This design comes from an exercise in tuning for small area, a short achievable clock period and few clock cycles on the open sky130 flow, not from production work. The RTL was checked by simulation tests, not by an equivalence proof against the original design. Power figures rest on the tool's default switching activity, not on a simulated workload.

Design bod_framer, start of the top module:
module bod_framer #(
    parameter FB_CAP    = 64,       
    parameter MAX_FRAME = 80,       
    parameter [7:0] DATA_TERM = 8'h03
) (
    input  wire       clk,
    input  wire       rst,
    input  wire       cp_req_valid,
    output wire       cp_req_ready,
    input  wire [7:0] cp_req_data,
    output wire       cp_rsp_valid,
    input  wire       cp_rsp_ready,
    output wire [7:0] cp_rsp_data
);
For scale: roughly 3400 cells after synthesis, about 0.052 mm^2 of cells after synthesis.
clock: 10.0 ns
lec_check: 0
cap_margin: 20
core_margin: 2
core_utilization: 50
cts_buf_list: sky130_fd_sc_hd__clkbuf_16
cts_cluster_diameter: 70
cts_cluster_size: 22
setup_slack_margin: 5
slew_margin: 20
synth_hierarchical: 1
synth_minimum_keep_size: 0
run.sh (not shown) runs the stock make flow with config.mk's settings and CLKGATE_MAP_FILE= SYNTH_SCRIPT=/design/flow/synth_recipe.tcl, a recipe that flattens the netlist after the stock synthesis.
The starting point produced a clean layout.
Testbench counts at the start, summed over its fixed seeds: cycles 178,481.
Next try:
--- a/flow/config.mk
+++ b/flow/config.mk
@@ -9,7 +9,7 @@
 export CORE_MARGIN = 2
 export CORE_UTILIZATION = 50
-export CTS_BUF_LIST = sky130_fd_sc_hd__clkbuf_16
-export CTS_CLUSTER_DIAMETER = 70
-export CTS_CLUSTER_SIZE = 22
+export CTS_BUF_LIST = sky130_fd_sc_hd__clkbuf_8
+export CTS_CLUSTER_DIAMETER = 60
+export CTS_CLUSTER_SIZE = 14
 export SETUP_SLACK_MARGIN = 5
 export SLEW_MARGIN = 20
=> Cell count increases by 0.79%; power decreases by 4.4%; utilization decreases by 0.51 points; synthesized cell count is unchanged; worst setup slack loses 0.015 ns; global-route usage hardly moves; wire length stays flat.
Next try:
==> flow/flow/run.sh (new file) <==
#!/bin/bash
set -euo pipefail
bash standard.sh SETUP_SLACK_MARGIN=5.5 finish > flow_make.log 2>&1
==> flow/standard.sh (new file) <==
#!/bin/bash
# synth_recipe.tcl (not shown) runs the flow's synth.tcl, then flattens the netlist and writes it again
# the make line also repeats each setting of config.mk as NAME=value (left out here)
make -C /OpenROAD-flow-scripts/flow DESIGN_CONFIG=/design/flow/config.mk WORK_HOME=/design/flow/orfs CLKGATE_MAP_FILE= SYNTH_SCRIPT=/design/flow/synth_recipe.tcl "${@:-finish}"
removed: flow/run.sh
Effect:
- The changed run produced a clean layout
- worst setup slack is better by 0.44 ns
- utilization is higher by 0.67 points
- via count came out higher slightly
Next try:
==> flow/flow/run.sh (replaced) <==
#!/bin/bash
set -euo pipefail
bash standard.sh SETUP_SLACK_MARGIN=6.5 finish > flow_make.log 2>&1
The changed run passed the timing, design-rule and antenna checks. Maximum frequency rises by 2.4%. Non-clock buffer count grows by 101. Via count rose by 2.4%. Final cell count rose by 2.2%. Routed wire length goes up by 3.5%. Design area grows by 5.0%. Total power came out higher by 3.6%.
Next try:
==> flow/flow/run.sh (replaced) <==
#!/bin/bash
set -euo pipefail
bash standard.sh SETUP_SLACK_MARGIN=5.75 finish > flow_make.log 2>&1
The new run produced a clean layout.
Synthesized area does not change.
Wire length drops by about 1.6%.
Worst hold slack barely changes.
Non-clock buffer count drops by 97.
Count of clock-buffer cells in the layout drops by 5.
Via count drops by 2.1%.
Setup slack loses 0.011 ns.
Flip-flop and latch count is unchanged.
Sequential share of layout area climbs by 2.7 points.
Die area stays the same.

========
## AL
bod_framer, a different RTL version from the one above (not shown whole).
Size: about 4,300 cells after synthesis, about 1,300 flip-flops, ~22 I/O pins.
Settings: LEC_CHECK=0, CAP_MARGIN=20, CORE_MARGIN=2, CORE_UTILIZATION=40, SETUP_SLACK_MARGIN=5, SLEW_MARGIN=20; clock period 10.0 ns.
Stock flow here: none of the scripts above is used.
AL finished every step from synthesis to the final layout, and the layout passed the timing, design-rule and antenna checks.
Testbench counts of AL, summed over its fixed seeds: cycles 178,481.
Input changes introduced in PW (baseline for comparison: AL):
- SETUP_SLACK_MARGIN: 5 -> unset
Delta (PW minus AL): first-pass GRT wire length neither gained nor lost much, fraction of the cycle the final worst path needs grew by 10 points, layout cell share with drive strength beyond 1 fell by 0.33 points.

==> afterwards: timing with drivers on the ports <==
In the flow no input, the clock included, has a driving cell. The finished layouts below were timed again as built, in two steps. Step 1, drivers: a clkbuf_16 drives clk and a buf_2 each remaining input, both assumed. Step 2 adds t to the input delays and takes it off the output delays; t is the mean of the earliest and latest rising clock arrival at the registers after step 1. Input paths then give back, and output paths get back, about the clock's delay inside the block. Slacks: ideal / step 1 / step 2; pairs: ideal / step 1.
run | t, ns | slack for setup (ns) | latest minus earliest clock arrival (ns) | slew at the worst register clock pin (ns) | worst slew at a driven data input, ns
the first run of note 1 | 0.758 | 5.054 / 5.054 / 4.566 | 0.045 / 0.045 | 0.09 / 0.09 | 0.09
the second run of note 1 | 0.848 | 5.039 / 5.039 / 4.611 | 0.060 / 0.060 | 0.10 / 0.10 | 0.09
the third run of note 1 | 0.841 | 5.479 / 5.466 / 4.911 | 0.081 / 0.081 | 0.10 / 0.10 | 0.07
the fourth run of note 1 | 0.877 | 5.583 / 5.542 / 5.542 | 0.062 / 0.061 | 0.10 / 0.10 | 0.06
the fifth run of note 1 | 0.872 | 5.572 / 5.524 / 4.985 | 0.070 / 0.070 | 0.10 / 0.10 | 0.07
AL | 0.847 | 4.999 / 4.999 / 4.408 | 0.033 / 0.033 | 0.07 / 0.07 | 0.07
PW | 0.845 | 3.971 / 3.971 / 3.971 | 0.032 / 0.033 | 0.07 / 0.07 | 0.07
After both steps setup and hold are still met in every run listed. The setup slack of AL, which loses most, moves by 0.000 ns with the drivers and by -0.591 ns with both steps.
